This is an optimization exercise on Yosys and OpenROAD, whose aim is small area, a short achievable clock period and few clock cycles per item, not a production implementation. At most, simulation tests tie the RTL to the original design; equivalence was not proved. The RTL of runs 1 to 3 was laid out without a check of its function. Power figures rest on the tool's default switching activity, not on a simulated workload.

===== design/flow/constraint.sdc =====
create_clock -name core_clock -period 5.0 [get_ports {clk}]
set_input_delay 1.0000 -clock core_clock [delete_from_list [all_inputs] [get_ports {clk}]]
set_output_delay 1.0000 -clock core_clock [all_outputs]
set_load 0.01 [all_outputs]

===== design/flow/config.mk =====
export PLATFORM = sky130hd
export DESIGN_NAME = crsf_parser
export DESIGN_NICKNAME = crsf_parser
export VERILOG_FILES = /design/flow/design.v
export SDC_FILE = /design/flow/constraint.sdc
export NUM_CORES = 4
export LEC_CHECK = 0
export ABC_CLOCK_PERIOD_IN_PS = 2200
export CAP_MARGIN = 20
export CORE_MARGIN = 2
export CORE_UTILIZATION = 40
export CTS_BUF_LIST = sky130_fd_sc_hd__clkbuf_8 sky130_fd_sc_hd__clkbuf_16
export CTS_CLUSTER_DIAMETER = 300
export CTS_CLUSTER_SIZE = 28
export SETUP_SLACK_MARGIN = 2.8
export SLEW_MARGIN = 20
export TNS_END_PERCENT = 100

===== design/flow/design.v =====
module crsf_parser (
    input  wire       clk,
    input  wire       rst,         
    input  wire       in_valid,
    output wire       in_ready,
    input  wire [7:0] in_data,
    input  wire       in_last,     
    output wire       out_valid,
    input  wire       out_ready,
    output wire [7:0] out_data,
    output wire       out_last,    
    output wire       st_valid,
    output wire [7:0] st_aux,      
    output wire [5:0] st_level     
);
    localparam QD = 4;             
    function automatic [7:0] crc8_step(input [7:0] c, input [7:0] b);
        integer i;
        reg [7:0] v;
        begin
            v = c ^ b;
            for (i = 0; i < 8; i = i + 1)
                v = v[7] ? ((v << 1) ^ 8'hD5) : (v << 1);
            crc8_step = v;
        end
    endfunction
    function automatic is_sync(input [7:0] b);
        is_sync = (b == 8'hC8) || (b == 8'hEA) || (b == 8'hEC) || (b == 8'hEE);
    endfunction
    function automatic [7:0] sync_byte(input [1:0] code);
        sync_byte = {2'b11, code != 2'd0, 2'b01, code, 1'b0};
    endfunction
    reg  [7:0] mem [0:63];
    integer    mi;
    wire [7:0] w_lo, w_hi;   
    reg        rdy;
    reg  [5:0] wptr;         
    reg  [5:0] cptr;         
    reg  [5:0] rptr;         
    reg  [5:0] lvl;          
    reg  [1:0] scode;        
    reg  [5:0] flen;         
    reg  [7:0] crc;          
    reg        bad;          
    reg        s0, s1;       
    reg        sb, sc;       
    reg        c_open;
    reg        c_seen;
    reg        c_drop;
    reg  [QD-1:0] qv;        
    reg  [1:0] q_aux [0:QD-1];     
    reg  [5:0] o_nf;         
    reg  [5:0] st_nf;        
    reg  [5:0] q_lvl [0:QD-1];
    reg  [5:0] q_mrk [0:QD-1];
    reg        st_q;
    integer    qi;
    localparam K_SYNC = 2'd0, K_LEN = 2'd1, K_BODY = 2'd2;
    reg  [1:0] i_ph;         
    reg  [5:0] i_rem;        
    reg  [7:0] g [0:3];      
    reg  [1:0] gsel;
    reg        gv;           
    reg  [1:0] gk;           
    reg        gl;           
    reg        ov, sv;
    reg  [7:0] od, sd;
    reg        ol, sl;
    wire       in_take = in_valid && rdy;
    wire       x_sync  = is_sync(in_data);
    wire       x_lenok = (in_data >= 8'd2) && (in_data <= 8'd62);
    wire       x_ok    = (in_data == crc) && !bad;
    wire       lvl0    = s0;
    wire       lvl1    = s1;
    wire [5:0] wptr_p1 = wptr + 6'd1;
    assign     w_lo    = rdy ? (8'd1 << wptr[2:0]) : 8'd0;
    assign     w_hi    = 8'd1 << wptr[5:3];
    wire       lvl_eq  = (lvl == flen);
    wire       adv     = (s1 && x_lenok) || sb || (sc && x_ok);
    wire [5:0] wptr_n  = (sc && !x_ok) ? cptr : adv ? wptr_p1 : wptr;
    wire [5:0] cptr_n  = (sc && x_ok) ? wptr_p1 : cptr;
    wire       n_s1    = (s0 || (s1 && !x_lenok)) && x_sync;
    wire       n_s0    = sc || ((s0 || (s1 && !x_lenok)) && !x_sync);
    wire       n_sb    = (s1 && x_lenok) || (sb && !lvl_eq);
    wire       n_sc    = sb && lvl_eq;
    wire [5:0] lvl_n   = (s1 && x_lenok) ? 6'd2 : sb ? lvl + 6'd1 :
                         n_s1 ? 6'd1 : 6'd0;
    wire       drop_n  = (s0 && !x_sync) || (s1 && !x_lenok) || (sc && !x_ok);
    wire       seen_n  = c_open ? (c_seen | x_sync) : (!lvl0 | x_sync);
    wire       cdrop_n = (c_open && c_drop) | drop_n;
    wire       push    = in_take && in_last;
    reg        push_d;       
    wire       q_has  = st_q ? qv[1] : qv[0];
    wire [5:0] q_hmrk = st_q ? q_mrk[1] : q_mrk[0];
    wire       q_at   = q_has && (rptr == q_hmrk) && (i_ph == 2'd0);
    wire       take   = ov && out_ready;
    wire       st_set = q_at && !gv && !sv && (!ov || out_ready);
    wire       q_at2  = (st_q ? qv[2] : qv[1]) && (rptr == (st_q ? q_mrk[2] : q_mrk[1]));
    wire       q_blk  = q_at && (gv || sv || (ov && !out_ready) || q_at2);
    wire       avail  = (i_ph != 2'd0) || ((rptr != cptr) && !q_blk);
    wire       room   = !ov || (!sv && !gv) || (out_ready && !(sv && gv));
    wire       issue  = avail && room;
    wire [7:0] rd     = g[gsel];
    wire [7:0] land   = (gk == K_SYNC) ? sync_byte(rd[7:6]) :
                        (gk == K_LEN)  ? {2'b00, rd[5:0]} : rd;
    wire [5:0] occ    = wptr - rptr;
    wire       q_ok1  = !qv[QD-2] || (!qv[QD-1] && (!push_d || st_q)) ||
                        (st_q && !push_d);
    wire       q_ok2  = !qv[QD-3] || (!qv[QD-2] && (!push_d || st_q)) ||
                        (!qv[QD-1] && st_q && !push_d);
    wire [QD-1:0] q_wr = st_q ? ({1'b0, qv[QD-1:1]} ^ qv) : (qv ^ {qv[QD-2:0], 1'b1});
    integer    gj, gk2;
    reg  [7:0] gt;
    reg  [15:0] rsel;        
    assign in_ready  = rdy;
    assign out_valid = ov;
    assign out_data  = od;
    assign out_last  = ol;
    assign st_valid  = st_q;
    assign st_aux    = {q_aux[0], st_nf};
    assign st_level  = q_lvl[0];
    always @(posedge clk) begin
        for (mi = 0; mi < 64; mi = mi + 1)
            if (w_hi[mi / 8] && w_lo[mi % 8])
                mem[mi] <= lvl1 ? {scode, in_data[5:0]} : in_data;
        for (gj = 0; gj < 4; gj = gj + 1) begin
            gt = 8'd0;
            for (gk2 = 0; gk2 < 16; gk2 = gk2 + 1)
                gt = gt | (mem[gj*16 + gk2] & {8{rsel[gk2]}});
            g[gj] <= gt;
        end
        gsel <= rptr[5:4];
        gk   <= i_ph;
        gl   <= (i_ph == K_BODY) && (i_rem == 6'd1);
        if (issue && i_ph == K_LEN)
            i_rem <= rd[5:0];
        else if (issue && i_ph == K_BODY)
            i_rem <= i_rem - 6'd1;
        if (take && sv) begin
            od <= sd;
            ol <= sl;
        end else if (!ov || take) begin
            od <= land;
            ol <= gl;
        end
        if (gv && ov && !(take && !sv)) begin
            sd <= land;
            sl <= gl;
        end
        if (in_take) begin
            if (lvl1) begin
                flen <= in_data[5:0];
                crc  <= 8'h00;
            end else
                crc  <= crc8_step(crc, in_data);
            if (lvl == 6'd2)
                bad <= (in_data >= 8'h28) && (flen < 6'd4);
            if (lvl0 || x_sync)
                scode <= in_data[2:1];
        end
        for (qi = 0; qi < QD; qi = qi + 1) begin
            if (st_q && qi < QD - 1) begin
                q_aux[qi] <= q_aux[qi+1];
                q_lvl[qi] <= q_lvl[qi+1];
                q_mrk[qi] <= q_mrk[qi+1];
            end
            if (push_d && q_wr[qi]) begin
                q_aux[qi] <= {~c_seen, c_drop};
                q_lvl[qi] <= lvl;
                q_mrk[qi] <= cptr;
            end
        end
        if (rst) begin
            rdy    <= 1'b0;
            wptr   <= 6'd0;
            cptr   <= 6'd0;
            rptr   <= 6'd0;
            rsel   <= 16'd1;
            lvl    <= 6'd0;
            s0     <= 1'b1;
            s1     <= 1'b0;
            sb     <= 1'b0;
            sc     <= 1'b0;
            c_open <= 1'b0;
            push_d <= 1'b0;
            o_nf   <= 6'd0;
            qv     <= {QD{1'b0}};
            st_q   <= 1'b0;
            ov     <= 1'b0;
            sv     <= 1'b0;
            gv     <= 1'b0;
            i_ph   <= 2'd0;
        end else begin
            push_d <= push;
            rdy <= (in_take ? (occ <= 6'd61) : (occ <= 6'd62)) &&
                   (push ? q_ok2 : q_ok1);
            if (in_take) begin
                wptr <= wptr_n;
                cptr <= cptr_n;
                lvl  <= lvl_n;
                s0   <= n_s0;
                s1   <= n_s1;
                sb   <= n_sb;
                sc   <= n_sc;
                c_open <= !in_last;
                c_seen <= seen_n;
                c_drop <= cdrop_n;
            end
            qv   <= (st_q ? {1'b0, qv[QD-1:1]} : qv) | (push_d ? q_wr : {QD{1'b0}});
            st_q <= st_set;
            gv <= issue;
            if (st_set)
                st_nf <= st_q ? 6'd0 : o_nf;
            if (st_q)
                o_nf <= {5'd0, (gv && gk == K_SYNC) || (issue && i_ph == K_SYNC)};
            else if (issue && i_ph == K_SYNC && o_nf != 6'd63)
                o_nf <= o_nf + 6'd1;
            if (issue) begin
                if (i_ph != K_SYNC) begin
                    rptr <= rptr + 6'd1;
                    rsel <= {rsel[14:0], rsel[15]};
                end
                i_ph <= (i_ph == K_SYNC) ? K_LEN :
                        (i_ph == K_LEN)  ? K_BODY :
                        (i_rem == 6'd1)  ? K_SYNC : K_BODY;
            end
            if (take && sv)
                sv <= gv;
            else if (!ov || take)
                ov <= gv;
            else if (gv)
                sv <= 1'b1;
        end
    end
endmodule

===== design/flow/run.sh =====
#!/bin/bash
# synth_recipe.tcl (not shown) runs the flow's synth.tcl, then flattens the netlist and writes it again
# the make line also repeats each setting of config.mk as NAME=value (left out here)
make -C /OpenROAD-flow-scripts/flow DESIGN_CONFIG=/design/flow/config.mk WORK_HOME=/design/flow/orfs CLKGATE_MAP_FILE= SYNTH_SCRIPT=/design/flow/synth_recipe.tcl finish

==> results.yml, run 1 <==
logic_synthesis:
  synth_ff_type: "edfxtp_1"
  syn_avg_cell_area_um2: 15.7
  syn-num-nets: 1762
  yosysWarnings: 6
  synth_area_mm2: 0.0272
  synth_cells: 1730
  yosysSeqAreaShare: 0.749
  async_reset_ff_frac: 0
  synth_seq_cells: 717
  synth_edf_count: 605
  synthDistinctLibCells: 65
placement:
  port_buffers: 38
  placedCellCount: 2562
  place_area_mm2: 0.0286
  place_congestion: 0.810
  post-place-ws_ns: 1.45
  place_hpwl_um: 42100
finish:
  fin_cells: 2667
  nets: 1803
  synthToLayoutAreaGrowth_pct: 12.8
  antennaDiodeCount: 0
  fillers: 5792
  fin_util: 0.457
  postLayoutCellArea_mm2: 0.0307
  drive_gt1_frac: 0.192
global_route:
  grt-busiest-layer: "met2"
  grtUsageMet3: 0.0437
  grt_max_degree: 70
  grt_pass1_vias: 15000
  antenna_found_initial: 1
  grt_pass1_wl_um: 101000
  use_met2: 0.317
  met1_usage: 0.265
  grt_usage: 0.195
  grt_overflow: 0
worst_setup_path:
  worst-path-buf-inv: 1
  ff2ff_path_depth: 4
  cp_cell_sequence: "inv_1 > ha_1 > nand3_2 > nor2_2"
  cp-start-kind: "register"
  slowest_delay_ns: 0.71
  slowest_stage: "nor2_2"
  critPathCapture: "mem[28][0]"
  worst-path-stages: 4
  arrival_ns: 2.58
  endpoint_kind: "register"
  rr_startpoint: "wptr[0]"
  ff2ff_setup_slack_ns: 2.69
  crit_start: "wptr[0]"
  critPathKind: "register to register"
  path_max_fanout: 8
  worstPathRequired_ns: 5.27
  crit_family: "simple AND/OR/NAND/NOR gates"
  r2r_end: "mem[28][0]"
sta:
  holdWs_ns: 0.454
  hold_viol_final: 0
  setup_violations: 0
  slew_viol_final: 0
  fin_crit_ns: 2.31
  worstMarginPinSlew_ns: 1.11
  worst_slack_ns: 2.69
  finalSetupTns_ns: 0
  fmaxAchievable_mhz: 433
  relSlewSlack: 0.258
  finalClockSkew_ns: 0.0334
  rsz0062_at_grt: "yes"
  period_share: 0.462
clock_tree:
  clkTransAtPathRegs_ns: 0.12
  hold_buffers: 0
  clk_latency_ns: 0.64
  htree_levels: 1
  ctsLongestPathBuffers: 3
  clockRootBuffer: "clkbuf_16"
  clock-sinks: 717
  cts_buffers: 29
  cts_tree: "yes"
min_path:
  hold_class: "register to register"
die:
  die_w_um: 265
  num_rows: 95
  start_util: 0.405
  die-area_mm2: 0.0702
  core_area_mm2: 0.0673
  ios: 39
  fp.dieH_um: 265
drt:
  drt_pass1_iterations: 6
  drc_errors: 0
  postRouteAntennaNets: 0
  drtIter0Drc: 1589
  wl_um: 70900
  wire_per_inst_um: 26.6
  via_per_inst: 5.88
  vias: 15700
power:
  p_leak_nw: 9.72
  p_per_area_mw_per_mm2: 371
  finalPower_mw: 11.4
  vdd_ir_drop_max_mv: 0.263
outcome:
  outcome: "no timing/DRC/antenna violations"
job:
  cap_violations: 0
-- worst reg2reg max path, delay by kind of cell, from the launching register on --
kind                       cells  cell delay (ns)
adders and majority gates      1             0.25
buffers and inverters          1             0.19
DFF                            1             0.37
and+or+nand+nor                2             1.14
-- report_power, final --
| group | switching (mW) | total (mW) | internal [mW] | leakage, nW |
|---|---|---|---|---|
| Combinational | 0.915 | 1.62 | 0.706 | 2.80 |
| Clock | 1.78 | 2.87 | 1.08 | 0.497 |
| Sequential | 0.159 | 6.92 | 6.76 | 6.42 |
| Total | 2.86 | 11.4 | 8.55 | 9.72 |
-- flip-flops by register name, indices dropped and copies added (netlist names), 8 cells and up --
name / flops
sd: 8
mem: 512
od: 8
crc: 8
q_lvl: 24
q_aux: 8
q_mrk: 24
rsel: 16
g: 32
-- cells in the final DEF, fill, tap and decap left out, types with 12 or more instances in the layout --
cell type and n:
dfxtp_1 97, a22o_1 128, mux2i_1 15, nor2_1 76, buf_4 58, nand4_1 41
ha_1 17, o21ai_0 26, nor2_2 21, dfxtp_2 12, nor2b_1 15, buf_2 28
nand2_1 79, a221oi_1 129, clkbuf_16 35, xor2_1 13, inv_1 42, xnor2_1 47
a21oi_1 57, mux2_2 32, nor2_4 52, edfxtp_1 605
-- cells by family (layout without fill, tap and decap cells) --
kind of cell / Yosys count / after routing / synth area share
AO/OA/AOI/OAI: 376 / 376 / 0.111
XOR/XNOR: 73 / 73 / 0.0235
adder cells (fa/ha/maj): 20 / 20 / 0.00942
buffers and inverters: 127 / 189 / 0.0187
flip-flops: 717 / 717 / 0.749
multiplexers: 63 / 63 / 0.0285
AND/OR/NAND/NOR: 354 / 356 / 0.0599
-- per-layer routing --
metal  vias up  routed length [µm]  share of wire
met5         -                  16        0.00023
met4         2                1760          0.025
met3        97                5970          0.084
met2       621               33800           0.48
met1      8097               29400           0.41
li1       6852                   -              -
-- area by class of cell --
type / count / area, µm² / area share
clock buffer: 29 / 726 / 0.0236
clock inverter: 25 / 123 / 0.00399
inverter: 21 / 93.8 / 0.00306
multi-input combinational: 888 / 7180 / 0.234
sequential: 717 / 20400 / 0.665
tap: 873 / 1090 / 0.0356
timing repair buffer: 114 / 1070 / 0.0347
-- how the worst min path moves through the flow --
stage,from,end,slack (ns),cells after the start
final,gl,sl,0.45,0
after CTS,gl,sl,0.45,0
after global routing,gl,sl,0.46,0
after floorplan,rptr[5],gsel[1],0.33,0
after detailed placement,gl,sl,0.42,0
after global placement,gl,sl,0.42,0
-- timing repair --
item,4_1_cts,5_1_grt
setup buffers,21,21
pin swaps,15,15
endpoints found under the setup margin,820,489
cloned,2,7
resized for setup,241,102
-- synthesized netlist by cell type (2+ instances only) --
library cell | n | area share
a21oi_1 | 58 | 0.011
nand4_1 | 41 | 0.0094
nor2_1 | 148 | 0.020
or3_1 | 6 | 0.0014
edfxtp_1 | 605 | 0.67
mux2_2 | 34 | 0.014
nor2b_1 | 16 | 0.0037
nor4_1 | 2 | 0.00046
buf_1 | 4 | 0.00055
and3_1 | 5 | 0.0011
xor2_1 | 15 | 0.0048
inv_1 | 20 | 0.0028
nand3_1 | 15 | 0.0028
buf_2 | 7 | 0.0013
nor3_1 | 7 | 0.0013
ha_1 | 18 | 0.0083
nand4b_1 | 2 | 0.00064
nand2_1 | 90 | 0.012
mux4_2 | 8 | 0.0066
dfxtp_1 | 112 | 0.082
xnor2_1 | 58 | 0.019
mux2i_1 | 20 | 0.0073
or2_2 | 5 | 0.0011
o211ai_1 | 2 | 0.00055
a211oi_1 | 5 | 0.0014
o31ai_1 | 2 | 0.00055
o21a_1 | 2 | 0.00055
or4_1 | 3 | 0.00083
o22ai_1 | 2 | 0.00046
a21o_1 | 4 | 0.0011
nand3b_1 | 2 | 0.00055
clkbuf_1 | 92 | 0.013
a22o_1 | 128 | 0.041
a221oi_1 | 129 | 0.041
o21ai_0 | 27 | 0.0050
and2_1 | 3 | 0.00069
nand2b_1 | 4 | 0.00092
a31oi_1 | 2 | 0.00046
==> run 2: changes to the inputs <==
--- a/design/flow/design.v
+++ b/design/flow/design.v
@@ -42,6 +42,7 @@
     reg  [5:0] flen;         
     reg  [7:0] crc;          
     reg        bad;          
+    reg        rew;          
     reg        s0, s1;       
     reg        sb, sc;       
     reg        c_open;
@@ -76,8 +77,8 @@
     assign     w_lo    = rdy ? (8'd1 << wptr[2:0]) : 8'd0;
     assign     w_hi    = 8'd1 << wptr[5:3];
     wire       lvl_eq  = (lvl == flen);
-    wire       adv     = (s1 && x_lenok) || sb || (sc && x_ok);
-    wire [5:0] wptr_n  = (sc && !x_ok) ? cptr : adv ? wptr_p1 : wptr;
+    wire       adv_w   = (s1 && x_lenok) || sb || sc;
+    wire [5:0] wptr_n  = adv_w ? wptr_p1 : wptr;
     wire [5:0] cptr_n  = (sc && x_ok) ? wptr_p1 : cptr;
     wire       n_s1    = (s0 || (s1 && !x_lenok)) && x_sync;
     wire       n_s0    = sc || ((s0 || (s1 && !x_lenok)) && !x_sync);
@@ -173,6 +174,7 @@
         if (rst) begin
             rdy    <= 1'b0;
             wptr   <= 6'd0;
+            rew    <= 1'b0;
             cptr   <= 6'd0;
             rptr   <= 6'd0;
             rsel   <= 16'd1;
@@ -194,8 +196,12 @@
             push_d <= push;
             rdy <= (in_take ? (occ <= 6'd61) : (occ <= 6'd62)) &&
                    (push ? q_ok2 : q_ok1);
+            rew <= in_take && sc && !x_ok;
+            if (rew)
+                wptr <= cptr;
+            else if (in_take)
+                wptr <= wptr_n;
             if (in_take) begin
-                wptr <= wptr_n;
                 cptr <= cptr_n;
                 lvl  <= lvl_n;
                 s0   <= n_s0;
==> results.yml, run 2 <==
logic_synthesis:
  syn-num-nets: 1761
  async_reset_ff_frac: 0
  yosysWarnings: 6
  synth_top_area_share: 0.668
  synth_ff_type: "edfxtp_1"
  syn_avg_cell_area_um2: 15.7
  synth.most_common_cell: "edfxtp_1"
  synth_seq_cells: 718
  synth_cells: 1729
  synthTopCellsByCount: "edfxtp_1, nor2_1, a221oi_1"
  yosys-top-cells-area: "edfxtp_1, dfxtp_1, a221oi_1"
  synth_edf_count: 605
  yosysSeqAreaShare: 0.751
  yosysTopAreaCell: "edfxtp_1"
  synthDistinctLibCells: 60
  synth_area_mm2: 0.0272
drt:
  drt_pass1_iterations: 5
  wire_per_inst_um: 26.4
  wl_um: 70100
  via_per_inst: 5.86
  drtIter0Drc: 1644
  vias: 15600
  postRouteAntennaNets: 0
  drc_errors: 0
clock_tree:
  cts_tree: "yes"
  ctsLongestPathBuffers: 3
  htree_levels: 1
  clockRootBuffer: "clkbuf_16"
  clock-sinks: 718
  clk_latency_ns: 0.64
  clkTransAtPathRegs_ns: 0.11
  cts_buffers: 29
die:
  die_w_um: 265
  fp.dieH_um: 265
  die-area_mm2: 0.0701
  num_rows: 95
  start_util: 0.404
  core_area_mm2: 0.0673
  ios: 39
min_path:
  hold_class: "register to register"
  min_from: "gl"
worst_setup_path:
  slowest_delay_ns: 0.72
  cp-start-kind: "register"
  path_max_fanout: 8
  cp_cell_sequence: "buf_4 > nor2b_1 > nand2_1 > nor2_2"
  arrival_ns: 2.73
  crit_start: "rdy"
  critPathKind: "register to register"
  rr_startpoint: "rdy"
  worstPathRequired_ns: 5.27
  endpoint_kind: "register"
  slowest_stage: "nor2_2"
sta:
  fin_crit_ns: 2.45
  worstMarginPinSlew_ns: 1.05
  relSlewSlack: 0.300
  fmaxAchievable_mhz: 408
  finalClockSkew_ns: 0.0200
  period_share: 0.491
  finalSetupTns_ns: 0
  hold_viol_final: 0
  slew_viol_final: 0
  rsz0062_at_grt: "yes"
  setup_violations: 0
finish:
  final_cell_mix: "edfxtp_1, a221oi_1, a22o_1, dfxtp_1, nor2_1"
  synthToLayoutAreaGrowth_pct: 11.9
  drive_gt1_frac: 0.176
  postLayoutCellArea_mm2: 0.0305
  largest-register: "mem"
  fillers: 5814
  antennaDiodeCount: 0
  nets: 1793
  mostFrequentLayoutCell: "edfxtp_1"
  reg_top3: "mem x512, g x32"
  largest_reg_flops: 512
placement:
  port_buffers: 38
  place_congestion: 0.810
  place_hpwl_um: 42500
  place_area_mm2: 0.0286
global_route:
  grt_max_degree: 65
  grt_usage: 0.196
  grt_pass1_vias: 15000
  grt_overflow: 0
  grt_pass1_wl_um: 102000
  antenna_found_initial: 0
outcome:
  outcome: "no timing/DRC/antenna violations"
job:
  cap_violations: 0
power:
  vdd_ir_drop_max_mv: 0.274
  p_leak_nw: 9.55
  p_per_area_mw_per_mm2: 371
## run 2: where the power goes
| part | leakage, nW | total [mW] | switching [mW] | internal, mW |
|---|---|---|---|---|
| combinational | 2.69 | 1.52 | 0.881 | 0.637 |
| clock | 0.496 | 2.86 | 1.78 | 1.08 |
| sequential | 6.37 | 6.92 | 0.151 | 6.77 |
| total | 9.55 | 11.3 | 2.81 | 8.49 |
## run 2: logic make-up (layout without fill, tap and decap cells)
group	Yosys count	after routing	synth area share
AND/OR/NAND/NOR	356	356	0.0604
XOR/XNOR	77	77	0.0253
buffers and inverters	132	187	0.0192
flip-flops	718	718	0.751
AO/OA/AOI/OAI	360	360	0.105
adder cells (fa/ha/maj)	20	20	0.00943
multiplexers	66	66	0.0295
## run 2: per-stage QoR
step | instances | utilization | hold WS [ns] | setup WS, ns | power, mW
2_1_floorplan | 1729 | - | 0.329 | 2.37 | 7.98
3_3_place_gp | 2566 | 0.425 | 0.414 | 1.56 | 8.47
3_5_place_dp | 2566 | 0.425 | 0.422 | 1.55 | 8.49
4_1_cts | 2634 | 0.444 | 0.452 | 2.58 | 11.3
5_1_grt | 2657 | 0.453 | 0.474 | 2.49 | 11.7
6_report | 2657 | 0.453 | 0.456 | 2.55 | 11.3
## run 2: critical path, delay by kind of cell, from the launching register on
family                 cells  cell delay [ns]
buffers and inverters      1             0.20
AND/OR/NAND/NOR            3             1.51
flip-flops                 1             0.36
## run 2: cell type report
cell class,count,area [µm²],share of cell area
Timing Repair Buffer,109,878,0.0288
Clock inverter,25,118,0.00386
Clock buffer,29,726,0.0238
Tap cell,873,1090,0.0359
Sequential cell,718,20400,0.672
Multi-Input combinational cell,879,7090,0.233
Inverter,24,103,0.00337
## run 2: final timing paths
path / end / slack [ns] / depth (start not counted)
worst max-delay path: mem[41][6] / 2.55 / 4
worst min-delay path: sl / 0.46 / 0
worst max register to register: mem[41][6] / 2.55 / 4
worst min register to register: sl / 0.46 / 0
## run 2: what timing repair did
item / 4_1_cts / 5_1_grt
cloned: 0 / 2
buffers inserted: 14 / 21
endpoints found under the setup margin: 820 / 468
hold buffers: 0 / 0
pin swaps: 7 / 17
gates resized for setup: 257 / 79
## run 2: metal layers
layer	share of wire	GRT usage
met2	0.47	0.317
met4	0.023	0.0464
met5	0	0
met1	0.42	0.279
met3	0.082	0.0311
==> run 3: changes to the inputs <==
--- a/design/flow/config.mk
+++ b/design/flow/config.mk
@@ -12,6 +12,6 @@
 export CTS_BUF_LIST = sky130_fd_sc_hd__clkbuf_8 sky130_fd_sc_hd__clkbuf_16
 export CTS_CLUSTER_DIAMETER = 300
 export CTS_CLUSTER_SIZE = 28
-export SETUP_SLACK_MARGIN = 2.8
+export SETUP_SLACK_MARGIN = 2.85
 export SLEW_MARGIN = 20
 export TNS_END_PERCENT = 100
==> results.yml, run 3 <==
outcome:
  outcome: "no timing/DRC/antenna violations"
die:
  ios: 39
  core_area_mm2: 0.0673
  num_rows: 95
  start_util: 0.404
  die-area_mm2: 0.0701
  die_w_um: 265
  fp.dieH_um: 265
logic_synthesis:
  syn-num-nets: 1761
  synth_ff_type: "edfxtp_1"
  async_reset_ff_frac: 0
  synth_top_area_share: 0.668
  yosysTopAreaCell: "edfxtp_1"
  synthDistinctLibCells: 60
  synth_seq_cells: 718
  yosysSeqAreaShare: 0.751
  yosysWarnings: 6
  synth_area_mm2: 0.0272
  synth_edf_count: 605
  synth.most_common_cell: "edfxtp_1"
  synthTopCellsByCount: "edfxtp_1, nor2_1, a221oi_1"
  syn_avg_cell_area_um2: 15.7
  synth_cells: 1729
  yosys-top-cells-area: "edfxtp_1, dfxtp_1, a221oi_1"
placement:
  place_hpwl_um: 42100
  post-place-ws_ns: 1.61
  port_buffers: 38
  place_congestion: 0.823
sta:
  worstMarginPinSlew_ns: 1.05
  worst_slack_ns: 2.64
  fin_crit_ns: 2.36
  slew_viol_final: 0
  finalSetupTns_ns: 0
  period_share: 0.472
  finalClockSkew_ns: 0.0284
  hold_viol_final: 0
  rsz0062_at_grt: "yes"
  setup_violations: 0
  relSlewSlack: 0.301
  fmaxAchievable_mhz: 424
finish:
  synthToLayoutAreaGrowth_pct: 13.7
  nets: 1804
  mostFrequentLayoutCell: "edfxtp_1"
  reg_top3: "mem x512, g x32"
  drive_gt1_frac: 0.190
  largest_reg_flops: 512
  fillers: 5785
  final_cell_mix: "edfxtp_1, a22o_1, a221oi_1, dfxtp_1, nor2_1"
  largest-register: "mem"
power:
  vdd_ir_drop_max_mv: 0.206
  p_leak_nw: 9.75
  p_per_area_mw_per_mm2: 367
drt:
  postRouteAntennaNets: 0
  via_per_inst: 5.83
  vias: 15600
  drc_errors: 0
  drt_pass1_iterations: 7
  drtIter0Drc: 1608
  wl_um: 70100
  wire_per_inst_um: 26.2
global_route:
  grt_pass1_wl_um: 103000
  grt_max_degree: 65
  grt_overflow: 0
  grt_usage: 0.197
  grt_pass1_vias: 15200
  antenna_found_initial: 2
clock_tree:
  clock-sinks: 718
  htree_levels: 1
  clk_latency_ns: 0.65
  ctsLongestPathBuffers: 3
  cts_buffers: 29
  hold_buffers: 0
  clkTransAtPathRegs_ns: 0.11
  clockRootBuffer: "clkbuf_16"
  cts_tree: "yes"
min_path:
  hold_class: "register to register"
  worstHoldEndpoint: "sl"
  min_from: "gl"
  whs_path_depth: 0
job:
  cap_violations: 0
worst_setup_path:
  rr_startpoint: "rdy"
  r2r_end: "mem[1][5]"
  path_max_fanout: 8
  ff2ff_path_depth: 4
  ff2ff_setup_slack_ns: 2.64
  arrival_ns: 2.66
  critPathKind: "register to register"
  endpoint_kind: "register"
  worstPathRequired_ns: 5.29
  slowest_delay_ns: 0.62
  cp-start-kind: "register"
  cp_cell_sequence: "buf_4 > nor2b_1 > nand2_1 > nor2_4"
  slowest_stage: "nand2_1"
[run 3: cell counts after synthesis]
No cell type changed its count.
[run 3: stage by stage]
stage / std cells / utilization / instance area, µm² / power, mW / hold WS [ns]
2_1_floorplan: 1729 / - / 27300 / 7.99 / 0.329
3_3_place_gp: 2561 / 0.424 / 28600 / 8.48 / 0.420
3_5_place_dp: 2561 / 0.424 / 28600 / 8.51 / 0.417
4_1_cts: 2645 / 0.449 / 30200 / 11.3 / 0.445
5_1_grt: 2668 / 0.460 / 30900 / 11.7 / 0.462
6_report: 2669 / 0.460 / 30900 / 11.4 / 0.443
[run 3: how the worst max path moves through the flow]
| stage | slack [ns] | from | cells after the start | to |
|---|---|---|---|---|
| final | 2.64 | rdy | 4 | mem[1][5] |
| after global routing | 2.59 | rdy | 4 | mem[17][0] |
| after CTS | 2.60 | rdy | 4 | mem[17][2] |
| after detailed placement | 1.61 | in_data[6] | 8 | cptr[5] |
| after global placement | 1.72 | out_ready | 8 | o_nf[5] |
| after floorplan | 2.37 | out_ready | 8 | o_nf[5] |
[run 3: timing repair]
| item | 4_1_cts | 5_1_grt |
|---|---|---|
| gates cloned | 0 | 0 |
| pin swaps | 22 | 31 |
| setup endpoints to repair | 851 | 543 |
| buffers inserted | 30 | 23 |
| gates resized for setup | 271 | 97 |
| endpoints found under the hold margin | 0 | 0 |
[run 3: where the power goes]
| part | internal (mW) | total (mW) | switching (mW) |
|---|---|---|---|
| logic | 0.676 | 1.55 | 0.877 |
| registers | 6.77 | 6.95 | 0.183 |
| clock network | 1.08 | 2.85 | 1.77 |
[run 3: cell families (layout without fill, tap and decap cells)]
kind of cell,after synthesis,after routing,share of synthesized area
other cells,0,1,0
compound gates,360,360,0.105
buf+inv,132,198,0.0192
mux,66,66,0.0295
fa+ha+maj,20,20,0.00943
flops,718,718,0.751
xor+xnor,77,77,0.0253
simple gates,356,356,0.0604
[run 3: critical path: cells and delay by family (launching register included)]
kind,cells,cell delay (ns)
buf+inv,1,0.21
flops,1,0.36
simple gates,3,1.46
[run 3: per-layer routing]
layer | track usage | vias to the layer above | routed length, µm
met5 | 0 | - | 0
met4 | 0.0406 | 0 | 1280
met3 | 0.0314 | 74 | 4970
met2 | 0.324 | 602 | 33900
met1 | 0.278 | 8038 | 29900
li1 | - | 6852 | -
[run 3: layout make-up]
cell class | count | area, µm² | area share
Clock inverter | 25 | 118 | 0.00380
Inverter | 24 | 100 | 0.00324
Tap cell | 873 | 1090 | 0.0353
Multi-Input combinational cell | 879 | 7240 | 0.234
Antenna cell | 1 | 2.50 | 0.0000809
Sequential cell | 718 | 20500 | 0.661
Clock buffer | 29 | 726 | 0.0235
Timing Repair Buffer | 120 | 1190 | 0.0386
==> run 4: changes to the inputs <==
--- a/design/flow/design.v
+++ b/design/flow/design.v
@@ -32,7 +32,7 @@
     endfunction
     reg  [7:0] mem [0:63];
     integer    mi;
-    wire [7:0] w_lo, w_hi;   
+    reg  [7:0] w_lo, w_hi;   
     reg        rdy;
     reg  [5:0] wptr;         
     reg  [5:0] cptr;         
@@ -74,8 +74,6 @@
     wire       lvl0    = s0;
     wire       lvl1    = s1;
     wire [5:0] wptr_p1 = wptr + 6'd1;
-    assign     w_lo    = rdy ? (8'd1 << wptr[2:0]) : 8'd0;
-    assign     w_hi    = 8'd1 << wptr[5:3];
     wire       lvl_eq  = (lvl == flen);
     wire       adv_w   = (s1 && x_lenok) || sb || sc;
     wire [5:0] wptr_n  = adv_w ? wptr_p1 : wptr;
@@ -122,7 +120,7 @@
     assign st_level  = q_lvl[0];
     always @(posedge clk) begin
         for (mi = 0; mi < 64; mi = mi + 1)
-            if (w_hi[mi / 8] && w_lo[mi % 8])
+            if (rdy && w_hi[mi / 8] && w_lo[mi % 8])
                 mem[mi] <= lvl1 ? {scode, in_data[5:0]} : in_data;
         for (gj = 0; gj < 4; gj = gj + 1) begin
             gt = 8'd0;
@@ -175,6 +173,8 @@
             rdy    <= 1'b0;
             wptr   <= 6'd0;
             rew    <= 1'b0;
+            w_lo   <= 8'd1;
+            w_hi   <= 8'd1;
             cptr   <= 6'd0;
             rptr   <= 6'd0;
             rsel   <= 16'd1;
@@ -197,6 +197,15 @@
             rdy <= (in_take ? (occ <= 6'd61) : (occ <= 6'd62)) &&
                    (push ? q_ok2 : q_ok1);
             rew <= in_take && sc && !x_ok;
+            if (rew) begin
+                wptr <= cptr;
+                w_lo <= 8'd1 << cptr[2:0];
+                w_hi <= 8'd1 << cptr[5:3];
+            end else if (in_take && adv_w) begin
+                w_lo <= {w_lo[6:0], w_lo[7]};
+                if (w_lo[7])
+                    w_hi <= {w_hi[6:0], w_hi[7]};
+            end
             if (rew)
                 wptr <= cptr;
             else if (in_take)
--- a/design/flow/config.mk
+++ b/design/flow/config.mk
@@ -12,6 +12,6 @@
 export CTS_BUF_LIST = sky130_fd_sc_hd__clkbuf_8 sky130_fd_sc_hd__clkbuf_16
 export CTS_CLUSTER_DIAMETER = 300
 export CTS_CLUSTER_SIZE = 28
-export SETUP_SLACK_MARGIN = 2.85
+export SETUP_SLACK_MARGIN = 2.9
 export SLEW_MARGIN = 20
 export TNS_END_PERCENT = 100
==> results.yml, run 4 <==
outcome:
  outcome: "no timing/DRC/antenna violations"
drt:
  via_per_inst: 5.85
  vias: 16300
  drtIter0Drc: 1960
  drt_pass1_iterations: 8
  wire_per_inst_um: 26.2
  drc_errors: 0
  wl_um: 73100
  postRouteAntennaNets: 0
sta:
  setup_violations: 0
  relSlewSlack: 0.387
  finalSetupTns_ns: 0
  finalClockSkew_ns: 0.0222
  rsz0062_at_grt: "yes"
  worstMarginPinSlew_ns: 0.918
  fmaxAchievable_mhz: 448
  period_share: 0.447
  slew_viol_final: 0
  fin_crit_ns: 2.23
  hold_viol_final: 0
global_route:
  antenna_found_initial: 1
  grt_pass1_vias: 15800
  grt_overflow: 0
  grt_pass1_wl_um: 107000
  grt_max_degree: 68
  grt_usage: 0.201
logic_synthesis:
  synthTopCellsByCount: "edfxtp_1, a221oi_1, dfxtp_1"
  synth_top_area_share: 0.649
  synth_seq_cells: 734
  yosysWarnings: 6
  synth_area_mm2: 0.0280
  yosysSeqAreaShare: 0.741
  yosys-top-cells-area: "edfxtp_1, dfxtp_1, a221oi_1"
  syn_avg_cell_area_um2: 15.6
  synth_edf_count: 605
  synthDistinctLibCells: 63
  syn-num-nets: 1826
  async_reset_ff_frac: 0
  yosysTopAreaCell: "edfxtp_1"
  synth.most_common_cell: "edfxtp_1"
  synth_ff_type: "edfxtp_1"
  synth_cells: 1799
clock_tree:
  htree_levels: 1
  clockRootBuffer: "clkbuf_16"
  clk_latency_ns: 0.65
  cts_tree: "yes"
  clock-sinks: 734
  hold_buffers: 0
  clkTransAtPathRegs_ns: 0.11
  ctsLongestPathBuffers: 3
  cts_buffers: 30
placement:
  port_buffers: 38
  place_hpwl_um: 42900
  place_area_mm2: 0.0295
  place_congestion: 0.811
worst_setup_path:
  slowest_delay_ns: 0.36
  path_max_fanout: 4
  cp-start-kind: "register"
  worstPathRequired_ns: 4.00
  critPathKind: "register to output port"
  slowest_stage: "dfxtp_4"
  cp_cell_sequence: "buf_12 > buf_6"
  crit_family: "flip-flops"
  worst-path-buf-inv: 2
  arrival_ns: 1.23
  endpoint_kind: "output port"
die:
  die_w_um: 269
  start_util: 0.402
  core_area_mm2: 0.0697
  fp.dieH_um: 269
  ios: 39
  num_rows: 97
  die-area_mm2: 0.0722
finish:
  postLayoutCellArea_mm2: 0.0311
  largest_reg_flops: 512
  reg_top3: "mem x512, g x32"
  nets: 1848
  final_cell_mix: "edfxtp_1, a22o_1, a221oi_1, dfxtp_1, nor2_1"
  largest-register: "mem"
  drive_gt1_frac: 0.152
  fillers: 6058
  mostFrequentLayoutCell: "edfxtp_1"
  synthToLayoutAreaGrowth_pct: 11.1
power:
  p_per_area_mw_per_mm2: 373
  vdd_ir_drop_max_mv: 0.306
  p_leak_nw: 10.1
  finalPower_mw: 11.6
min_path:
  hold_class: "register to register"
job:
  cap_violations: 0
-- run 4: logic make-up (layout without fill, tap and decap cells) --
logic type / Yosys count / count (layout) / share of synthesized area
mux: 68 / 68 / 0.0295
buf+inv: 146 / 187 / 0.0208
compound gates: 396 / 396 / 0.112
other cells: 0 / 1 / 0
flops: 734 / 734 / 0.741
fa+ha+maj: 15 / 15 / 0.00692
simple gates: 358 / 362 / 0.0647
xor+xnor: 82 / 82 / 0.0256
-- run 4: what timing repair did --
action / in CTS / in global routing
gates cloned: 3 / 3
buffers inserted: 29 / 8
pin swaps: 25 / 18
gates resized for setup: 194 / 56
setup endpoints to repair: 404 / 114
-- run 4: report_power, final --
| part | leakage, nW | internal (mW) | total, mW | switching [mW] |
|---|---|---|---|---|
| combinational | 3.13 | 0.702 | 1.61 | 0.906 |
| clock | 0.511 | 1.12 | 2.96 | 1.84 |
| sequential | 6.50 | 6.89 | 7.05 | 0.155 |
| total | 10.1 | 8.71 | 11.6 | 2.90 |
-- run 4: final timing paths --
path	startpoint	to	slack, ns	cells past startpoint
worst max-delay path	st_q	st_valid	2.77	2
worst min-delay path	gl	sl	0.47	0
worst max register to register	st_q	o_nf[5]	2.78	10
worst min register to register	gl	sl	0.47	0
-- run 4: final cells by class --
| type | count | area [µm²] | share of cell area |
|---|---|---|---|
| antenna | 1 | 2.50 | 0.0000804 |
| multi-input combinational | 923 | 7230 | 0.232 |
| timing repair inverter | 1 | 5.00 | 0.000161 |
| sequential | 734 | 20800 | 0.667 |
| clock inverter | 25 | 133 | 0.00426 |
| clock buffer | 30 | 751 | 0.0241 |
| inverter | 26 | 113 | 0.00362 |
| timing repair buffer | 105 | 937 | 0.0301 |
| tap | 940 | 1180 | 0.0378 |
-- run 4: per-layer routing --
| layer | up-vias | part of all wire | GRT usage |
|---|---|---|---|
| li1 | 7136 | - | - |
| met5 | - | 0 | 0 |
| met1 | 8440 | 0.42 | 0.284 |
| met4 | 0 | 0.021 | 0.0459 |
| met3 | 92 | 0.068 | 0.0210 |
| met2 | 620 | 0.49 | 0.336 |
-- run 4: worst register-to-register path, stage by stage, from the launching register on --
cell	delay, ns
dfxtp_4	0.36
buf_12	0.13
buf_6	0.11
buf_6	0.13
mux2i_4	0.18
xnor2_1	0.25
nor3_2	0.10
a31oi_4	0.21
o21ai_4	0.12
or4_1	0.41
a21oi_1	0.16
-- run 4: per-stage QoR --
step / std cells / hold slack (ns) / utilization / setup slack, ns
after floorplan: 1799 / 0.326 / - / 2.54
after global placement: 2686 / 0.436 / 0.423 / 1.38
after detailed placement: 2686 / 0.446 / 0.423 / 1.36
after CTS: 2773 / 0.474 / 0.442 / 2.73
after global routing: 2784 / 0.487 / 0.447 / 2.70
final: 2785 / 0.470 / 0.447 / 2.77
Testbench counts of run 4, summed over its fixed seeds: cycles 52,887, bytes 52,098.
==> run 5: changes to the inputs <==
--- a/design/flow/config.mk
+++ b/design/flow/config.mk
@@ -8,10 +8,10 @@
 export ABC_CLOCK_PERIOD_IN_PS = 2200
 export CAP_MARGIN = 20
 export CORE_MARGIN = 2
-export CORE_UTILIZATION = 40
+export CORE_UTILIZATION = 50
 export CTS_BUF_LIST = sky130_fd_sc_hd__clkbuf_8 sky130_fd_sc_hd__clkbuf_16
 export CTS_CLUSTER_DIAMETER = 300
 export CTS_CLUSTER_SIZE = 28
-export SETUP_SLACK_MARGIN = 2.9
+export SETUP_SLACK_MARGIN = 2.8
 export SLEW_MARGIN = 20
 export TNS_END_PERCENT = 100
==> results.yml, run 5 <==
sta:
  slew_viol_final: 0
  hold_viol_final: 0
  fmaxAchievable_mhz: 451
  period_share: 0.443
  relSlewSlack: 0.372
  finalClockSkew_ns: 0.0291
  setup_violations: 0
  rsz0062_at_grt: "yes"
  finalSetupTns_ns: 0
  worstMarginPinSlew_ns: 0.941
  fin_crit_ns: 2.22
worst_setup_path:
  cp-start-kind: "register"
  ff2ff_path_depth: 9
  critPathMostFrequentCell: "buf_12"
  slowest_stage: "or4_4"
  cp_cell_sequence: "buf_12 > buf_12 > mux2i_4 > xnor2_2 > nor3_2 > a31oi_4 > o21ai_4 > or4_4 > a21oi_2"
  ff2ff_setup_slack_ns: 2.78
  endpoint_kind: "register"
  rr_startpoint: "st_q"
  critPathKind: "register to register"
  r2r_end: "o_nf[5]"
  worstPathRequired_ns: 5.56
  arrival_ns: 2.78
  slowest_delay_ns: 0.48
  path_max_fanout: 6
global_route:
  use_met2: 0.407
  grt_usage: 0.251
  grt-busiest-layer: "met2"
  grtUsageMet3: 0.0283
  met1_usage: 0.372
  grt_max_degree: 69
  antenna_found_initial: 3
  grt_pass1_vias: 15500
  grt_overflow: 0
  grt_pass1_wl_um: 106000
finish:
  largest_reg_flops: 512
  synthToLayoutAreaGrowth_pct: 9.99
  largest-register: "mem"
  antennaDiodeCount: 0
  drive_gt1_frac: 0.147
  final_cell_mix: "edfxtp_1, a22o_1, a221oi_1, dfxtp_1, nor2_1"
  postLayoutCellArea_mm2: 0.0308
  fillers: 4356
  nets: 1843
  mostFrequentLayoutCell: "edfxtp_1"
  reg_top3: "mem x512, g x32"
logic_synthesis:
  async_reset_ff_frac: 0
  synth_top_family_by_area: "compound AO/OA/AOI/OAI gates"
  synth.most_common_cell: "edfxtp_1"
  yosysTopAreaCell: "edfxtp_1"
  syn-num-nets: 1826
  yosys.area_share.adder: 0.00692
  yosysSeqAreaShare: 0.741
  syn_avg_cell_area_um2: 15.6
  synth_top_area_share: 0.649
  synth_seq_cells: 734
  synth_edf_count: 605
  synthXorXnorAreaFrac: 0.0256
  synth_cells: 1799
  synth_ff_type: "edfxtp_1"
  yosys-top-cells-area: "edfxtp_1, dfxtp_1, a221oi_1"
  synthDistinctLibCells: 63
  synth-compound-area-share: 0.112
  synth-simple-area-share: 0.0647
  synthTopCellsByCount: "edfxtp_1, a221oi_1, dfxtp_1"
  synth_mux_area_frac: 0.0295
  yosysWarnings: 6
  synth_area_mm2: 0.0280
die:
  fp.dieH_um: 241
  core_area_mm2: 0.0552
  die-area_mm2: 0.0579
  ios: 39
  die_w_um: 241
  num_rows: 86
  start_util: 0.507
power:
  pwr-share-comb: 0.137
  p_per_area_mw_per_mm2: 378
  switching_power_mw: 2.91
  vdd_ir_drop_max_mv: 0.481
  p_int_mw: 8.74
  finalPower_mw: 11.6
  p_leak_nw: 10.1
  swShare: 0.250
  p_clk_frac: 0.256
  seq_power_share: 0.607
placement:
  place_congestion: 0.787
  place_area_mm2: 0.0292
  port_buffers: 38
  place_hpwl_um: 43400
clock_tree:
  clockRootBuffer: "clkbuf_16"
  clk_latency_ns: 0.63
  clock-sinks: 734
  cts_buffers: 30
  ctsLongestPathBuffers: 3
  clkTransAtPathRegs_ns: 0.11
  cts_tree: "yes"
  htree_levels: 1
  hold_buffers: 0
drt:
  wl_um: 73500
  vias: 16300
  postRouteAntennaNets: 0
  drt_pass1_iterations: 5
  drc_errors: 0
  via_per_inst: 6.29
  drtIter0Drc: 1979
  wire_per_inst_um: 28.4
job:
  cap_violations: 0
outcome:
  outcome: "no timing/DRC/antenna violations"
min_path:
  hold_class: "register to register"
  min_from: "gl"
  whs_path_depth: 0
  worstHoldEndpoint: "sl"
[run 5: changes by cell type in the layout (fill, tap and decap cells not counted), sizes merged]
cell,change
clkinv,-1
clkbuf,+1
diode,-1
clkdlybuf4s50,+1
nand2,-3
buf,-2
inv,+1
clkdlybuf4s15,+1
dlygate4sd2,-1
bufbuf,-1
[run 5: final cells by class]
cell class	count	area, µm²	area share
Tap cell	748	936	0.0304
Inverter	26	113	0.00366
Timing Repair inverter	1	5.00	0.000162
Clock inverter	25	120	0.00390
Timing Repair Buffer	103	892	0.0290
Multi-Input combinational cell	920	7190	0.233
Sequential cell	734	20800	0.674
Clock buffer	31	776	0.0252
[run 5: stage by stage]
step | std cells | setup slack [ns] | hold WS (ns) | util
after global placement | 2496 | 1.36 | 0.423 | 0.528
after floorplan | 1799 | 2.54 | 0.326 | -
after detailed placement | 2496 | 1.28 | 0.441 | 0.528
final | 2588 | 2.78 | 0.459 | 0.558
after global routing | 2588 | 2.67 | 0.490 | 0.558
after CTS | 2570 | 2.65 | 0.465 | 0.549
[run 5: worst max-delay path by stage]
stage	start	endpoint	cells past startpoint	slack, ns
5_1_grt	st_q	q_lvl[0][2]	7	2.67
4_1_cts	rdy	in_ready	1	2.65
3_3_place_gp	in_data[7]	w_lo[0]	8	1.36
3_5_place_dp	in_data[7]	w_lo[0]	8	1.28
2_1_floorplan	in_data[3]	w_hi[7]	8	2.54
6_report	st_q	o_nf[5]	9	2.78
[run 5: critical path, delay by kind of cell, from the launching register on]
family	cells	cell delay, ns
muxes	1	0.26
xor gates and xnor gates	1	0.14
DFF	1	0.41
AOI/OAI and AO/OA	3	0.51
and+or+nand+nor	2	0.55
buffers and inverters	2	0.27
[run 5: repair_timing]
| action | CTS | global route |
|---|---|---|
| resized for setup | 161 | 86 |
| pin swaps | 9 | 18 |
| setup endpoints to repair | 238 | 69 |
| cloned | 0 | 2 |
| buffers inserted | 18 | 16 |
[run 5: power groups by stage]
stage | combinational, mW | clock (mW) | sequential (mW)
2_1_floorplan | 1.04 | 0 | 7.12
5_1_grt | 1.74 | 3.22 | 7.09
3_3_place_gp | 1.45 | 0 | 7.19
3_5_place_dp | 1.47 | 0 | 7.19
4_1_cts | 1.49 | 3.02 | 7.04
6_report | 1.60 | 2.98 | 7.07
[run 5: kinds of logic after synthesis]
family          after synthesis
xor+xnor                     82
fa+ha+maj                    15
mux                          68
compound gates              396
simple gates                358
buf+inv                     146
flops                       734
[run 5: routing by layer]
layer | routed length (µm) | part of all wire
met1 | 32100 | 0.44
met2 | 35000 | 0.48
met3 | 5130 | 0.070
met4 | 1290 | 0.018
met5 | 0 | 0
==> run 6: changes to the inputs <==
--- a/design/flow/config.mk
+++ b/design/flow/config.mk
@@ -8,10 +8,11 @@
 export ABC_CLOCK_PERIOD_IN_PS = 2200
 export CAP_MARGIN = 20
 export CORE_MARGIN = 2
-export CORE_UTILIZATION = 50
+export CORE_UTILIZATION = 40
 export CTS_BUF_LIST = sky130_fd_sc_hd__clkbuf_8 sky130_fd_sc_hd__clkbuf_16
 export CTS_CLUSTER_DIAMETER = 300
 export CTS_CLUSTER_SIZE = 28
+export GPL_TIMING_DRIVEN = 1
 export SETUP_SLACK_MARGIN = 2.8
 export SLEW_MARGIN = 20
 export TNS_END_PERCENT = 100
==> results.yml, run 6 <==
worst_setup_path:
  slowest_delay_ns: 0.37
  critPathKind: "register to output port"
  arrival_ns: 1.22
  cp_cell_sequence: "buf_6 > buf_6"
  endpoint_kind: "output port"
  worst-path-buf-inv: 2
  path_max_fanout: 2
  cp-start-kind: "register"
  crit_family: "flip-flops"
  slowest_stage: "dfxtp_4"
  worstPathRequired_ns: 4.00
  ff2ff_setup_slack_ns: 2.81
  critPathMostFrequentCell: "buf_6"
outcome:
  outcome: "no timing/DRC/antenna violations"
drt:
  vias: 16300
  drtIter0Drc: 1634
  wl_um: 73000
  via_per_inst: 5.89
  postRouteAntennaNets: 0
  drc_errors: 0
  drt_pass1_iterations: 5
  wire_per_inst_um: 26.3
clock_tree:
  clkTransAtPathRegs_ns: 0.11
  clock-sinks: 734
  cts_buffers: 30
  hold_buffers: 0
  cts_tree: "yes"
  clockRootBuffer: "clkbuf_16"
  clk_latency_ns: 0.64
  ctsLongestPathBuffers: 3
  htree_levels: 1
logic_synthesis:
  synth.most_common_cell: "edfxtp_1"
  synthTopCellsByCount: "edfxtp_1, a221oi_1, dfxtp_1"
  yosysSeqAreaShare: 0.741
  syn_avg_cell_area_um2: 15.6
  synth_cells: 1799
  synth_top_area_share: 0.649
  async_reset_ff_frac: 0
  synth_area_mm2: 0.0280
  syn-num-nets: 1826
  synth_seq_cells: 734
  yosysWarnings: 6
  synthDistinctLibCells: 63
  synth_ff_type: "edfxtp_1"
  yosys-top-cells-area: "edfxtp_1, dfxtp_1, a221oi_1"
  yosysTopAreaCell: "edfxtp_1"
  synth_edf_count: 605
sta:
  fin_crit_ns: 2.22
  fmaxAchievable_mhz: 451
  slew_viol_final: 0
  relSlewSlack: 0.459
  worstMarginPinSlew_ns: 0.812
  hold_viol_final: 0
  finalClockSkew_ns: 0.0259
  finalSetupTns_ns: 0
  worst_slack_ns: 2.78
  setup_violations: 0
  period_share: 0.443
  rsz0062_at_grt: "yes"
finish:
  final_cell_mix: "edfxtp_1, a221oi_1, a22o_1, dfxtp_1, nor2_1"
  drive_gt1_frac: 0.134
  antennaDiodeCount: 0
  mostFrequentLayoutCell: "edfxtp_1"
  largest_reg_flops: 512
  largest-register: "mem"
  fillers: 6155
  nets: 1836
  reg_top3: "mem x512, g x32"
  synthToLayoutAreaGrowth_pct: 9.88
job:
  cap_violations: 0
die:
  ios: 39
  die_w_um: 269
  die-area_mm2: 0.0722
  fp.dieH_um: 269
  num_rows: 97
  core_area_mm2: 0.0697
  start_util: 0.402
power:
  p_leak_nw: 9.98
  p_per_area_mw_per_mm2: 376
  vdd_ir_drop_max_mv: 0.257
global_route:
  grt_pass1_wl_um: 106000
  antenna_found_initial: 5
  grt_pass1_vias: 15800
  grt_max_degree: 68
  grt_overflow: 0
  grt_usage: 0.200
placement:
  port_buffers: 38
  place_congestion: 0.805
  post-place-ws_ns: 1.34
  place_hpwl_um: 43100
min_path:
  hold_class: "register to register"
run 6: cell types whose count changed in the layout (fill, tap and decap cells not counted), sizes merged:
| cell | delta |
|---|---|
| clkinv | +1 |
| inv | -1 |
| and3 | +1 |
| dlymetal6s2s | +1 |
| clkdlybuf4s50 | -1 |
| buf | -9 |
run 6: logic make-up after synthesis:
kind of cell	after synthesis	synth area share
flip-flops	734	0.741
AO/OA/AOI/OAI	396	0.112
AND/OR/NAND/NOR	358	0.0647
buffers and inverters	146	0.0208
XOR/XNOR	82	0.0256
multiplexers	68	0.0295
adder cells (fa/ha/maj)	15	0.00692
run 6: path summary, 6_finish.rpt:
path         startpoint        to  depth (start not counted)
max                st_q  st_valid                          2
min             rptr[4]   gsel[0]                          0
max reg2reg     rsel[4]   g[2][2]                          4
min reg2reg     rptr[4]   gsel[0]                          0
run 6: layout make-up:
type	count	area, µm²	area share
repair buffers	95	776	0.0252
multi-input cells	921	7060	0.229
repair inverters	1	5.00	0.000163
well taps	940	1180	0.0382
inverters	26	113	0.00366
clock inverters	25	133	0.00431
flip-flops and latches	734	20800	0.675
clock buffers	30	751	0.0244
run 6: timing repair:
item / in CTS / in global routing
resized for setup: 170 / 32
setup endpoints to repair: 344 / 85
pin swaps: 6 / 16
buffers inserted: 22 / 6
cloned: 2 / 2
run 6: metal layers:
metal	track usage	wire length, µm	vias up
met5	0	0	-
met4	0.0461	1580	0
met3	0.0206	4800	86
met2	0.335	35700	654
met1	0.281	30900	8479
li1	-	-	7107
run 6: report_power, final:
part           internal [mW]  switching (mW)
combinational          0.652           0.903
clock                   1.12            1.84
sequential              6.89           0.149
run 6: per-stage QoR:
stage                     power, mW  hold WS, ns   util  instances  area [µm²]
after floorplan                8.15        0.326      -       1799       28200
after global placement         8.63        0.430  0.422       2685       29400
after detailed placement       8.66        0.431  0.422       2685       29400
after CTS                      11.6        0.450  0.440       2764       30600
after global routing           11.9        0.458  0.442       2772       30800
final                          11.6        0.447  0.442       2772       30800
==> run 7: changes to the inputs <==
==> design/flow/config.mk (replaced) <==
export PLATFORM = sky130hd
export DESIGN_NAME = crsf_parser
export DESIGN_NICKNAME = crsf_parser
export VERILOG_FILES = /design/flow/design.v
export SDC_FILE = /design/flow/constraint.sdc
export NUM_CORES = 4
export LEC_CHECK = 0
export ABC_CLOCK_PERIOD_IN_PS = 1800
export CAP_MARGIN = 20
export CORE_MARGIN = 2
export CORE_UTILIZATION = 40
export CTS_BUF_LIST = sky130_fd_sc_hd__clkbuf_8 sky130_fd_sc_hd__clkbuf_16
export CTS_CLUSTER_DIAMETER = 300
export CTS_CLUSTER_SIZE = 28
export SETUP_SLACK_MARGIN = 2.8
export SLEW_MARGIN = 20
export TNS_END_PERCENT = 100
==> results.yml, run 7 <==
global_route:
  grt_usage: 0.200
  antenna_found_initial: 5
  grt_pass1_vias: 15800
  use_met2: 0.335
  grt-busiest-layer: "met2"
  grtUsageMet3: 0.0206
  grt_max_degree: 68
  grt_pass1_wl_um: 106000
  met1_usage: 0.281
  grt_overflow: 0
worst_setup_path:
  critPathKind: "register to output port"
  ff2ff_setup_slack_ns: 2.81
  crit_family: "flip-flops"
  cp_cell_sequence: "buf_6 > buf_6"
  path_max_fanout: 2
  slowest_stage: "dfxtp_4"
  cp-start-kind: "register"
  endpoint_kind: "output port"
  critPathMostFrequentCell: "buf_6"
  worstPathRequired_ns: 4.00
  worst-path-buf-inv: 2
  slowest_delay_ns: 0.37
  rr_startpoint: "rsel[4]"
  r2r_end: "g[2][2]"
  ff2ff_path_depth: 4
  arrival_ns: 1.22
sta:
  holdWs_ns: 0.447
  period_share: 0.443
  finalSetupTns_ns: 0
  relSlewSlack: 0.459
  fmaxAchievable_mhz: 451
  finalClockSkew_ns: 0.0259
  setup_violations: 0
  fin_crit_ns: 2.22
  rsz0062_at_grt: "yes"
  worstMarginPinSlew_ns: 0.812
  worst_slack_ns: 2.78
  slew_viol_final: 0
  hold_viol_final: 0
logic_synthesis:
  async_reset_ff_frac: 0
  synthTopCellsByCount: "edfxtp_1, a221oi_1, dfxtp_1"
  synth_ff_type: "edfxtp_1"
  yosys-top-cells-area: "edfxtp_1, dfxtp_1, a221oi_1"
  yosysSeqAreaShare: 0.741
  synth_top_area_share: 0.649
  syn-num-nets: 1826
  synth_seq_cells: 734
  synth_edf_count: 605
  syn_avg_cell_area_um2: 15.6
  yosysWarnings: 6
  synth_cells: 1799
  yosysTopAreaCell: "edfxtp_1"
  synth.most_common_cell: "edfxtp_1"
  synthDistinctLibCells: 63
  synth_area_mm2: 0.0280
finish:
  nets: 1836
  final_cell_mix: "edfxtp_1, a221oi_1, a22o_1, dfxtp_1, nor2_1"
  largest_reg_flops: 512
  reg_top3: "mem x512, g x32"
  antennaDiodeCount: 0
  synthToLayoutAreaGrowth_pct: 9.88
  largest-register: "mem"
  drive_gt1_frac: 0.134
  mostFrequentLayoutCell: "edfxtp_1"
placement:
  place_hpwl_um: 43100
  post-place-ws_ns: 1.34
  port_buffers: 38
  place_congestion: 0.805
clock_tree:
  clockRootBuffer: "clkbuf_16"
  clk_latency_ns: 0.64
  htree_levels: 1
  clkTransAtPathRegs_ns: 0.11
  cts_buffers: 30
  cts_tree: "yes"
  hold_buffers: 0
  clock-sinks: 734
  ctsLongestPathBuffers: 3
power:
  p_leak_nw: 9.98
  vdd_ir_drop_max_mv: 0.257
  p_per_area_mw_per_mm2: 376
die:
  die_w_um: 269
  fp.dieH_um: 269
  die-area_mm2: 0.0722
  start_util: 0.402
  num_rows: 97
  core_area_mm2: 0.0697
  ios: 39
job:
  cap_violations: 0
drt:
  wl_um: 73000
  via_per_inst: 5.89
  wire_per_inst_um: 26.3
  drt_pass1_iterations: 5
  drc_errors: 0
  drtIter0Drc: 1634
  vias: 16300
  postRouteAntennaNets: 0
min_path:
  worstHoldEndpoint: "gsel[0]"
  whs_path_depth: 0
  hold_class: "register to register"
  min_from: "rptr[4]"
outcome:
  outcome: "no timing/DRC/antenna violations"
-- run 7: what timing repair did --
action,in CTS,in global routing
pin swaps,6,16
gates resized for setup,170,32
endpoints found under the setup margin,344,85
setup buffers,22,6
cloned,2,2
-- run 7: worst reg2reg max path, stage by stage (launching register included) --
cell and delay (ns):
dfxtp_1 0.57, buf_4 0.39, a22o_1 0.26, a221oi_1 0.49
nand4_1 0.30
-- run 7: through the flow --
step           std cells  instance area (µm²)  utilization  total power [mW]
2_1_floorplan       1799                28200            -              8.15
4_1_cts             2764                30600        0.440              11.6
3_3_place_gp        2685                29400        0.422              8.63
5_1_grt             2772                30800        0.442              11.9
3_5_place_dp        2685                29400        0.422              8.66
6_report            2772                30800        0.442              11.6
-- run 7: logic make-up after synthesis --
family,synth area share
xor gates and xnor gates,0.0256
AOI/OAI and AO/OA,0.112
and+or+nand+nor,0.0647
DFF,0.741
buffers and inverters,0.0208
muxes,0.0295
adders and majority gates,0.00692
-- run 7: cell type report --
class                           instances  area (µm²)
Inverter                               26         113
Sequential cell                       734       20800
Timing Repair Buffer                   95         776
Clock buffer                           30         751
Timing Repair inverter                  1        5.00
Fill cell                            6155       38900
Clock inverter                         25         133
Tap cell                              940        1180
Multi-Input combinational cell        921        7060
-- run 7: per-layer routing --
metal	part of all wire	up-vias
li1	-	7107
met5	0	-
met4	0.022	0
met2	0.49	654
met3	0.066	86
met1	0.42	8479
-- run 7: how the worst max path moves through the flow --
stage	start	endpoint	slack, ns	cells past startpoint
4_1_cts	rdy	in_ready	2.66	1
2_1_floorplan	in_data[3]	w_hi[7]	2.54	8
5_1_grt	st_q	st_valid	2.74	2
3_3_place_gp	in_data[7]	w_hi[7]	1.38	9
6_report	st_q	st_valid	2.78	2
3_5_place_dp	in_data[7]	w_hi[1]	1.34	9
-- run 7: power breakdown --
part	total [mW]	switching, mW	internal (mW)
Clock	2.96	1.84	1.12
Sequential	7.04	0.149	6.89
Combinational	1.55	0.903	0.652
Total	11.6	2.89	8.66
==> run 8: changes to the inputs <==
--- a/design/flow/config.mk
+++ b/design/flow/config.mk
@@ -5,7 +5,7 @@
 export SDC_FILE = /design/flow/constraint.sdc
 export NUM_CORES = 4
 export LEC_CHECK = 0
-export ABC_CLOCK_PERIOD_IN_PS = 1800
+export ABC_CLOCK_PERIOD_IN_PS = 2600
 export CAP_MARGIN = 20
 export CORE_MARGIN = 2
 export CORE_UTILIZATION = 40
==> results.yml, run 8 <==
placement:
  port_buffers: 38
  placedCellCount: 2685
  place_congestion: 0.805
  post-place-ws_ns: 1.34
  place_hpwl_um: 43100
logic_synthesis:
  synth_top_area_share: 0.649
  synth-compound-area-share: 0.112
  synth_seq_cells: 734
  yosysWarnings: 6
  syn_avg_cell_area_um2: 15.6
  synth_mux_area_frac: 0.0295
  synth_top_family_by_area: "compound AO/OA/AOI/OAI gates"
  async_reset_ff_frac: 0
  synth_cells: 1799
  synth_area_mm2: 0.0280
  yosysSeqAreaShare: 0.741
  synthDistinctLibCells: 63
  synth-simple-area-share: 0.0647
  yosysTopAreaCell: "edfxtp_1"
  syn-num-nets: 1826
  yosys-top-cells-area: "edfxtp_1, dfxtp_1, a221oi_1"
  synth_edf_count: 605
  synth.most_common_cell: "edfxtp_1"
  synth_ff_type: "edfxtp_1"
  synthTopCellsByCount: "edfxtp_1, a221oi_1, dfxtp_1"
  yosys.area_share.adder: 0.00692
  synthXorXnorAreaFrac: 0.0256
worst_setup_path:
  worst-path-buf-inv: 2
  ff2ff_path_depth: 4
  ff2ff_setup_slack_ns: 2.81
  worstPathRequired_ns: 4.00
  critPathKind: "register to output port"
  arrival_ns: 1.22
  path_max_fanout: 2
  r2r_end: "g[2][2]"
  slowest_delay_ns: 0.37
  crit_family: "flip-flops"
  critPathMostFrequentCell: "buf_6"
  cp-start-kind: "register"
  slowest_stage: "dfxtp_4"
  rr_startpoint: "rsel[4]"
  endpoint_kind: "output port"
  cp_cell_sequence: "buf_6 > buf_6"
drt:
  wl_met1_um: 30900
  drt_pass1_iterations: 5
  vias: 16300
  wl_met3_um: 4800
  wl_um: 73000
  drc_errors: 0
  wire_per_inst_um: 26.3
  postRouteAntennaNets: 0
  top_layer: "met4"
  wl_met2_um: 35700
  via_per_inst: 5.89
  drtIter0Drc: 1634
clock_tree:
  ctsLongestPathBuffers: 3
  cts_tree: "yes"
  cts_buffers: 30
  clock-sinks: 734
  htree_levels: 1
  clk_latency_ns: 0.64
  clockRootBuffer: "clkbuf_16"
  clkTransAtPathRegs_ns: 0.11
finish:
  drive_gt1_frac: 0.134
  largest-register: "mem"
  fin_cells: 2772
  synthToLayoutAreaGrowth_pct: 9.88
  antennaDiodeCount: 0
  reg_top3: "mem x512, g x32"
  nets: 1836
  largest_reg_flops: 512
  fin_util: 0.442
  mostFrequentLayoutCell: "edfxtp_1"
  final_cell_mix: "edfxtp_1, a221oi_1, a22o_1, dfxtp_1, nor2_1"
  fillers: 6155
global_route:
  grt_pass1_wl_um: 106000
  antenna_found_initial: 5
  grt_pass1_vias: 15800
  grt_overflow: 0
  grt_max_degree: 68
  grt_usage: 0.200
power:
  p_per_area_mw_per_mm2: 376
  finalPower_mw: 11.6
  vdd_ir_drop_max_mv: 0.257
  p_leak_nw: 9.98
outcome:
  outcome: "no timing/DRC/antenna violations"
sta:
  fin_crit_ns: 2.22
  slew_viol_final: 0
  worstMarginPinSlew_ns: 0.812
  setup_violations: 0
  hold_viol_final: 0
  fmaxAchievable_mhz: 451
  period_share: 0.443
  finalSetupTns_ns: 0
  finalClockSkew_ns: 0.0259
  rsz0062_at_grt: "yes"
  relSlewSlack: 0.459
  worst_slack_ns: 2.78
die:
  core_area_mm2: 0.0697
  num_rows: 97
  ios: 39
  fp.dieH_um: 269
  die-area_mm2: 0.0722
  start_util: 0.402
  die_w_um: 269
min_path:
  whs_path_depth: 0
  worstHoldEndpoint: "gsel[0]"
  min_from: "rptr[4]"
  hold_class: "register to register"
job:
  cap_violations: 0
[run 8: worst reg2reg max path, stage by stage, from the launching register on]
cell and delay [ns]:
dfxtp_1 0.57, buf_4 0.39, a22o_1 0.26, a221oi_1 0.49
nand4_1 0.30
[run 8: stage by stage]
step | instance area (µm²) | hold slack, ns
floorplan | 28200 | 0.326
global placement | 29400 | 0.430
detailed placement | 29400 | 0.431
CTS | 30600 | 0.450
global route | 30800 | 0.458
finish | 30800 | 0.447
[run 8: timing repair]
item                                    CTS  global route
gates cloned                              2             2
hold buffers                              0             0
buffers inserted                         22             6
gates resized for setup                 170            32
endpoints found under the setup margin  344            85
pin swaps                                 6            16
[run 8: worst max path at each step]
stage                    start  endpoint  slack, ns  depth (start not counted)
finish                    st_q  st_valid       2.78                          2
global route              st_q  st_valid       2.74                          2
CTS                        rdy  in_ready       2.66                          1
detailed placement  in_data[7]   w_hi[1]       1.34                          9
global placement    in_data[7]   w_hi[7]       1.38                          9
floorplan           in_data[3]   w_hi[7]       2.54                          8
[run 8: area by class of cell]
cell class,count,area [µm²],share of cell area
tap,940,1180,0.0382
multi-input combinational,921,7060,0.229
clock inverter,25,133,0.00431
clock buffer,30,751,0.0244
timing repair buffer,95,776,0.0252
sequential,734,20800,0.675
inverter,26,113,0.00366
timing repair inverter,1,5.00,0.000163
[run 8: per-layer routing]
layer,up-vias,GRT usage
met5,-,0
met4,0,0.0461
met3,86,0.0206
met2,654,0.335
met1,8479,0.281
li1,7107,-
[run 8: cells by family (layout without fill, tap and decap cells)]
group	count (synthesis)	count (layout)
and+or+nand+nor	358	360
muxes	68	68
DFF	734	734
buffers and inverters	146	177
adders and majority gates	15	15
xor gates and xnor gates	82	82
AOI/OAI and AO/OA	396	396
[run 8: where the power goes]
| part | switching, mW | total [mW] | leakage, nW | internal, mW |
|---|---|---|---|---|
| combinational | 0.903 | 1.55 | 2.97 | 0.652 |
| clock | 1.84 | 2.96 | 0.511 | 1.12 |
| sequential | 0.149 | 7.04 | 6.50 | 6.89 |

-- static timing again, ports no longer ideal --
No port has a modelled driver above. Below, the same layouts with a new extraction and two added sets of constraints.
Step 1, drivers: a clkbuf_16 drives clk and a buf_2 each remaining input, both assumed.
Step 2, shift: input delay + t, output delay - t, t = (earliest + latest rising clock arrival at the registers) / 2. This alone moves slack from input paths to output paths.
Slacks: no drivers / after step 1 / after step 2; pairs: no drivers / after step 1.
run	shift t [ns]	slack for setup (ns)	clock arrival spread, ns	worst slew at a driven data input, ns
run 1	0.688	2.692 / 2.664 / 2.000	0.035 / 0.035	0.25
run 2	0.686	2.546 / 2.546 / 2.144	0.023 / 0.024	0.07
run 3	0.684	2.639 / 2.639 / 2.185	0.033 / 0.033	0.08
run 4	0.699	2.767 / 2.707 / 2.079	0.028 / 0.028	0.26
run 5	0.673	2.783 / 2.740 / 2.067	0.030 / 0.030	0.21
run 6	0.690	2.783 / 2.699 / 2.009	0.028 / 0.028	0.24
run 7	0.690	2.783 / 2.699 / 2.009	0.028 / 0.028	0.24
run 8	0.690	2.783 / 2.699 / 2.009	0.028 / 0.028	0.24
After both steps setup and hold are still met in every run listed.
